From an optimization exercise on the open Yosys and OpenROAD flow, aimed at small area, a short achievable clock period and few clock cycles per item; shortcuts taken in it are not production practice.
In this exercise RTL edits were held to simulation tests only and were not proved equivalent to the original.
Power is estimated from default activity; no workload was simulated.

## flow/run.sh

```bash
#!/bin/bash
# synth_recipe.tcl (not shown) runs the flow's synth.tcl, then flattens the netlist and writes it again
# the make line also repeats each setting of config.mk as NAME=value (left out here)
make -C /OpenROAD-flow-scripts/flow DESIGN_CONFIG=/design/flow/config.mk WORK_HOME=/design/flow/orfs CLKGATE_MAP_FILE= SYNTH_SCRIPT=/design/flow/synth_recipe.tcl finish
```

## flow/config.mk

```make
export PLATFORM = sky130hd
export DESIGN_NAME = time_orderer
export DESIGN_NICKNAME = time_orderer
export VERILOG_FILES = /design/flow/design.v
export SDC_FILE = /design/flow/constraint.sdc
export NUM_CORES = 4
export LEC_CHECK = 0
export CAP_MARGIN = 20
export CORE_MARGIN = 2
export CORE_UTILIZATION = 40
export SLEW_MARGIN = 20
export SYNTH_MEMORY_MAX_BITS = 8192
```

## flow/constraint.sdc

```tcl
create_clock -name core_clock -period 27.0 [get_ports {clk}]
set_input_delay 5.4000 -clock core_clock [delete_from_list [all_inputs] [get_ports {clk}]]
set_output_delay 5.4000 -clock core_clock [all_outputs]
set_load 0.01 [all_outputs]
```

## flow/design.v

```verilog
module time_orderer (
    input  wire         clk,
    input  wire         rst_n,
    input  wire         cmd_valid,
    output wire         cmd_ready,
    input  wire [127:0] cmd,
    output reg          res_valid,
    output reg  [3:0]   res_status,
    output reg          hit_valid,
    input  wire         hit_ready,
    output reg          hit_dir,
    output reg  [14:0]  hit_chan,
    output reg  [63:0]  hit_time,
    output reg  [31:0]  hit_tot,
    output reg  [4:0]   fault
);
    localparam NCHAN = 8;
    localparam DEPTH = 4;
    localparam HW    = 97;               
    integer i, j;
    reg         rdy_q;
    reg         m_v;
    reg [127:0] m_cmd;
    assign cmd_ready = rdy_q;
    wire acc     = cmd_valid & rdy_q;
    wire acc_op5 = acc & (cmd[127:124] == 4'h5);
    reg [HW-1:0] store [0:NCHAN*DEPTH-1];
    reg [1:0]    rd_ptr [0:NCHAN-1];
    reg [1:0]    wr_ptr [0:NCHAN-1];
    reg [2:0]    cnt    [0:NCHAN-1];
    reg [5:0]    total;
    reg          mresp_pend;             
    wire [3:0]  op       = m_cmd[127:124];
    wire        is_op5   = (op == 4'h5);
    wire        is_add   = (op == 4'h4) && (m_cmd[122:111] == 12'd0);
    wire        is_merge = is_op5 && (m_cmd[123:0] == 124'd0);
    wire        in_range = (m_cmd[110:99] == 12'd0);
    wire [2:0]  ac       = m_cmd[98:96];
    wire        full     = (cnt[ac] == 3'd4);
    wire        m_act    = m_v && !mresp_pend;         
    wire        merging  = m_act && is_merge && (total != 6'd0);
    wire        m_done   = m_act && !merging;           
    wire        do_store = m_done && is_add && in_range && !full;
    wire        m_free   = !m_v || m_done || (merging && total == 6'd1 && pop);
    reg [HW-1:0] head [0:NCHAN-1];
    reg [NCHAN-1:0] vld;
    always @* begin
        for (i = 0; i < NCHAN; i = i + 1) begin
            head[i] = store[i*DEPTH + rd_ptr[i]];
            vld[i]  = (cnt[i] != 3'd0);
        end
    end
    reg le [0:NCHAN-1][0:NCHAN-1];
    reg [NCHAN-1:0] win;
    always @* begin
        for (i = 0; i < NCHAN; i = i + 1)
            for (j = 0; j < NCHAN; j = j + 1)
                le[i][j] = 1'b0;
        for (i = 0; i < NCHAN; i = i + 1)
            for (j = i + 1; j < NCHAN; j = j + 1)
                le[i][j] = (head[i][95:32] <= head[j][95:32]);
        for (i = 0; i < NCHAN; i = i + 1) begin
            win[i] = vld[i];
            for (j = 0; j < NCHAN; j = j + 1) begin
                if (j < i) win[i] = win[i] & (!vld[j] | !le[j][i]);
                if (j > i) win[i] = win[i] & (!vld[j] |  le[i][j]);
            end
        end
    end
    reg [HW-1:0] sel_hit;
    reg [2:0]    sel_c;
    always @* begin
        sel_hit = {HW{1'b0}};
        sel_c   = 3'd0;
        for (i = 0; i < NCHAN; i = i + 1) begin
            sel_hit = sel_hit | ({HW{win[i]}} & head[i]);
            sel_c   = sel_c | ({3{win[i]}} & i[2:0]);
        end
    end
    wire taken    = hit_valid && hit_ready;
    wire out_free = !hit_valid || hit_ready;
    wire pop      = merging && out_free;
    wire last_pop = pop && (total == 6'd1);
    always @(posedge clk) begin
        if (do_store)
            store[{ac, wr_ptr[ac]}] <= {m_cmd[123], m_cmd[63:0], m_cmd[95:64]};
    end
    always @(posedge clk) begin
        if (m_free) m_cmd <= cmd;
    end
    always @(posedge clk) begin
        if (pop) begin
            hit_dir  <= sel_hit[96];
            hit_time <= sel_hit[95:32];
            hit_tot  <= sel_hit[31:0];
            hit_chan <= {12'd0, sel_c};
        end
    end
    always @(posedge clk) begin
        if (!rst_n) begin
            rdy_q      <= 1'b1;
            m_v        <= 1'b0;
            hit_valid  <= 1'b0;
            res_valid  <= 1'b0;
            res_status <= 4'd0;
            fault      <= 5'd0;
            total      <= 6'd0;
            mresp_pend <= 1'b0;
            for (i = 0; i < NCHAN; i = i + 1) begin
                rd_ptr[i] <= 2'd0;
                wr_ptr[i] <= 2'd0;
                cnt[i]    <= 3'd0;
            end
        end else begin
            if (m_free) m_v <= acc;
            rdy_q <= !((m_free ? acc_op5 : (m_v && is_op5)) || (mresp_pend && !taken));
            for (i = 0; i < NCHAN; i = i + 1) begin
                if (do_store && ac == i) begin
                    wr_ptr[i] <= wr_ptr[i] + 2'd1;
                    cnt[i]    <= cnt[i] + 3'd1;
                end
                if (pop && win[i]) begin
                    rd_ptr[i] <= rd_ptr[i] + 2'd1;
                    cnt[i]    <= cnt[i] - 3'd1;
                end
            end
            if (do_store)  total <= total + 6'd1;
            else if (pop)  total <= total - 6'd1;
            if (out_free) hit_valid <= pop;
            if (last_pop)   mresp_pend <= 1'b1;
            else if (taken) mresp_pend <= 1'b0;
            res_valid <= 1'b0;
            if (mresp_pend && taken) begin
                res_valid  <= 1'b1;
                res_status <= 4'd0;
            end else if (m_done) begin
                res_valid <= 1'b1;
                if (is_add) begin
                    if (!in_range) begin
                        res_status <= 4'd1;
                        fault[0]   <= 1'b1;
                    end else if (full) begin
                        res_status <= 4'd4;
                        fault[3]   <= 1'b1;
                    end else
                        res_status <= 4'd0;
                end else if (is_merge) begin
                    res_status <= 4'd0;
                end else begin
                    res_status <= 4'd5;
                    fault[4]   <= 1'b1;
                end
            end
        end
    end
endmodule
```

==> notes.md <==
metal layers:
metal	global-route usage [%]	up-vias
met5	0	-
met4	15.8	34
met3	7.05	1425
met2	53.2	7170
met1	46.8	60000
li1	-	46500
power breakdown:
group,internal [W],switching (W)
sequential,0.00585,0.00000957
combinational,0.0000367,0.000185
clock,0.00282,0.00220
flip-flops by register name, summed over array words and instances, names as in the netlist, 2 cells and up, named ones only:
name,count
store,3104
m_cmd,128
hit_time,64
hit_tot,32
cnt,24
rd_ptr,16
wr_ptr,16
total,6
fault,3
hit_chan,3
res_status,2
area by class of cell:
type	count	area share (%)
Multi-Input combinational cell	6732	33.5
Inverter	469	0.918
Clock buffer	440	4.92
Sequential cell	3406	52.7
Clock inverter	226	1.19
Antenna cell	27	0.0351
Tap cell	5520	3.59
Timing Repair Buffer	704	3.15
synthesized netlist by cell type, drive strengths merged, types with 9 or more instances:
cell type	number
edfxtp	3332
ha	1796
a21oi	764
mux4	699
nand2	615
inv	469
nand4	452
o21ai	320
nand3	275
clkbuf	234
nor4	203
nor2	195
a221oi	144
a22oi	142
a21o	124
nor3	114
buf	102
mux2i	96
mux2	81
dfxtp	74
a222oi	61
a211oi	58
o211ai	49
and4	41
nor4b	37
nand2b	36
nor2b	36
a31oi	27
a21boi	26
a2bb2oi	24
o21a	22
a221o	21
or4	21
or3	18
and3	17
a2111oi	15
and2	13
o31ai	13
a211o	10
nor4bb	10
or2	10
xnor2	10
xor2	9
path summary, 6_finish.rpt:
check	endpoint	depth (start not counted)
min reg2reg	fault[4]	2
max	hit_time[55]	14
min	fault[4]	2
max reg2reg	hit_time[55]	14
kinds of logic after synthesis:
group | synth area share [%]
AOI/OAI and AO/OA | 7.21
other | 0.00223
and+or+nand+nor | 6.58
adders and majority gates | 13.4
muxes | 10.5
DFF | 60.3
buffers and inverters | 1.86
xor gates and xnor gates | 0.0989
cell usage in the layout (no fill, tap or decap), types with 164 or more instances in the layout:
| master | synthesis | routed |
|---|---|---|
| clkdlybuf4s50_1 | 0 | 238 |
| nand4_1 | 452 | 452 |
| a21oi_1 | 764 | 763 |
| inv_1 | 469 | 467 |
| ha_1 | 1796 | 1796 |
| o21ai_0 | 320 | 307 |
| buf_4 | 22 | 444 |
| mux4_2 | 699 | 699 |
| nand2_1 | 615 | 615 |
| edfxtp_1 | 3332 | 3332 |
| clkbuf_16 | 0 | 367 |
| nor4_1 | 199 | 164 |
| nand3_1 | 275 | 275 |
per-stage QoR:
step / utilization [%] / cell area, sq um / hold WS, ns / total power, W / instances
final: 45.9 / 193000 / 0.452 / 0.0111 / 17500
after detailed placement: 43.1 / 181000 / 0.441 / 0.00619 / 16800
after floorplan: - / 168000 / 0.449 / 0.00604 / 10900
after global placement: 43.0 / 180000 / 0.447 / 0.00618 / 16800
after CTS: 45.9 / 192000 / 0.452 / 0.0111 / 17500
after global routing: 45.9 / 193000 / 0.485 / 0.0114 / 17500
worst register-to-register path, delay by kind of cell, from the launching register on:
| family | cells | cell delay (ns) |
|---|---|---|
| simple gates | 6 | 3.93 |
| buf+inv | 3 | 2.09 |
| compound gates | 3 | 1.35 |
| mux | 1 | 1.01 |
| flops | 1 | 0.69 |
| fa+ha+maj | 1 | 0.43 |
==> reports/summary.md <==
The first-pass detailed-route iteration total was 9. The async set or reset register ratio after synthesis was 0%. The setup path with the least slack is of type register to register. The run finished with no timing, DRC or antenna violations. The combined buffer and inverter count along the critical path works out to 3.

The worst slack at placement was 17.63 ns; the mean post-synth cell area was 15.4 sq um. Post-route worst setup slack: 17.28 ns. The min-delay analysis places its worst path in the category register to register.

Max-cap violations in this run came to 0. The share of cells above drive strength 1 was 16.1%. Across all register-to-register paths, the minimum setup slack is 17.28 ns. Half-perimeter wire length after detailed placement: 522000 microns.

Summing all flip-flop and latch instances after layout gives 0.102 sq mm. The number of storage elements in the synthesis netlist is 3406. The largest net degree at the start of global routing is 79.

The final layout contains 13600 nets. In this run the static leakage power is 67.1 nW. The share of synthesized area in the top cell type comes to 59.5%. The tools report the count of different cell masters after synthesis as 78. The setup TNS is 0 ns. The share of the cycle needed by the critical path after routing works out to 36.0%.

The number of pins with negative max-slew slack in the final report was 0; the clock edge transition at the registers on the reported setup and hold paths was 0.06 ns. The horizontal die dimension is 653 microns. By area the synthesized netlist is led by edfxtp_1, ha_1, mux4_2. IR analysis of the VDD net gives a maximum drop of 0.0000655 V. During synthesis, Yosys emitted a total of 6 warnings. The total of fill cells in the finished design is 35900.

The clock period minus final worst setup slack is 9.72 ns, and the top-level I/O count is 256. The number of buffers inserted by port buffering works out to 239. After detailed routing, the number of vias per cell comes to 6.57. The routed design uses 71100 microns of met3 wire. The cell with the biggest individual delay on the critical path was nor4b_1. TritonCTS built the clock tree. The number of hold-slack violations in the final timing report was 0.

The initial antenna violation count is 80, and the maximum fanout along the worst path is 61. The tree is rooted in a clkbuf_16. The clock arrives with 0.118 ns of skew. Global routing used 34.4% of the available tracks across all layers. The first-pass GRT wire length is 987000 microns, and the power density of the placed cells is 57.6 mW/mm^2. The largest area contributor in the synthesized netlist was edfxtp_1. The maximum buffer depth of the clock tree was 4. For this block, the routed nets add up to 747000 microns of wire. The worst pin sits at a relative slew slack of 10.3%. In the final routing, the length of wire on met1 measures 300000 microns.

The die area was 0.426 sq mm; the area growth from synthesis to layout was 14.5%. TritonCTS buffer count: 362. Number of rows created at floorplan: 238. After synthesis the cells add up to 0.168 sq mm. The total met2 wirelength after detailed routing is 334000 microns, and the final-report setup violation count is 0. In this run the number of H-tree levels came out at 5.

The post-detailed-route wirelength per cell came out at 42.6 microns. Setup repair after global routing left no endpoint under its margin. The run gives 17800 as the count of routing violations after the opening detailed-route iteration. The number of global-route vias before repair was 110000; the initial cell density of the core was 40.1%. Yosys mapped a number of flops with a built-in enable equal to 3332. Traced cell by cell, the critical path runs through buf_12, mux4_2, ha_1, nand4_1, nor4_1, nand3_1, nor4b_1, a211oi_1, a311oi_1, and3_4, buf_4, buf_4, a22oi_1, nand3_1. The later pin in the worst-skew pair is clocked with a latency of 1.05 ns. The sink count of the clock tree is 3406. For the post-CTS setup buffer count, the log shows 0.

For this run, the leading register cell type out of synthesis is edfxtp_1. The cell count after synthesis came out at 10900. The run gives 0.103 GHz as the timing-limited maximum frequency. In this run the most critical hold path is launched from fault[4]. The antenna violation net count after detailed routing came out at 0. Kind of launch point of the worst setup path: a register. For this design, the CTS-stage hold fixing added 0 buffers. For this run the aggregate overflow at the end of global routing stands at 0. Once the clock tree was built, the resizer swapped 0 gates to a different size. The largest single stage delay on the critical path is 1.04 ns.

For this run, design rule violations remaining after detail routing come to 0. Top routing layer in use: met5. The die is 653 microns tall. Summing the sequential cell areas from Yosys gives 60.3% of the chip area. The detailed router placed 115000 vias in this run. After floorplanning, the core was sized to cover 0.420 sq mm.

At the pin with the least slew margin, the transition time is 1.34 ns. STA puts the critical path data required time at 27.81 ns. The run gives 10.53 ns as the arrival time of data at the critical path endpoint. The tools report the critical path capture point type as a register.

The routability congestion estimate from global placement came out at 1.02. Grouping stages by cell kind, the critical path spends the most delay in simple AND/OR/NAND/NOR gates. The multi-input combinational cells in the finished layout cover a total of 0.0645 sq mm.
Testbench counts, summed over its fixed seeds: cycles 13,092, commands 6,730.

-- what the ideal ports hide --
The flow's constraints put no driver on any port. The routed layout listed below was extracted and timed again, unchanged, in two steps. Step 1, drivers: a clkbuf_16 drives clk and a buf_2 each remaining input, both assumed. Step 2 times the ports against the registers' clock, not the clock port: input delays grow and output delays shrink by t, the midpoint of the rising clock arrivals with the driver on. a / b / c = ideal / step 1 / step 2; a / b = the first two.
shift t [ns]: 1.102
setup WS [ns]: 17.281 / 17.281 / 17.281
worst setup path after step 2: register to register
pins driven straight from the clock port: 1
After both steps this run still meets setup and hold. For this run, drivers alone change the setup slack by 0.000 ns; drivers and shift together by 0.000 ns.
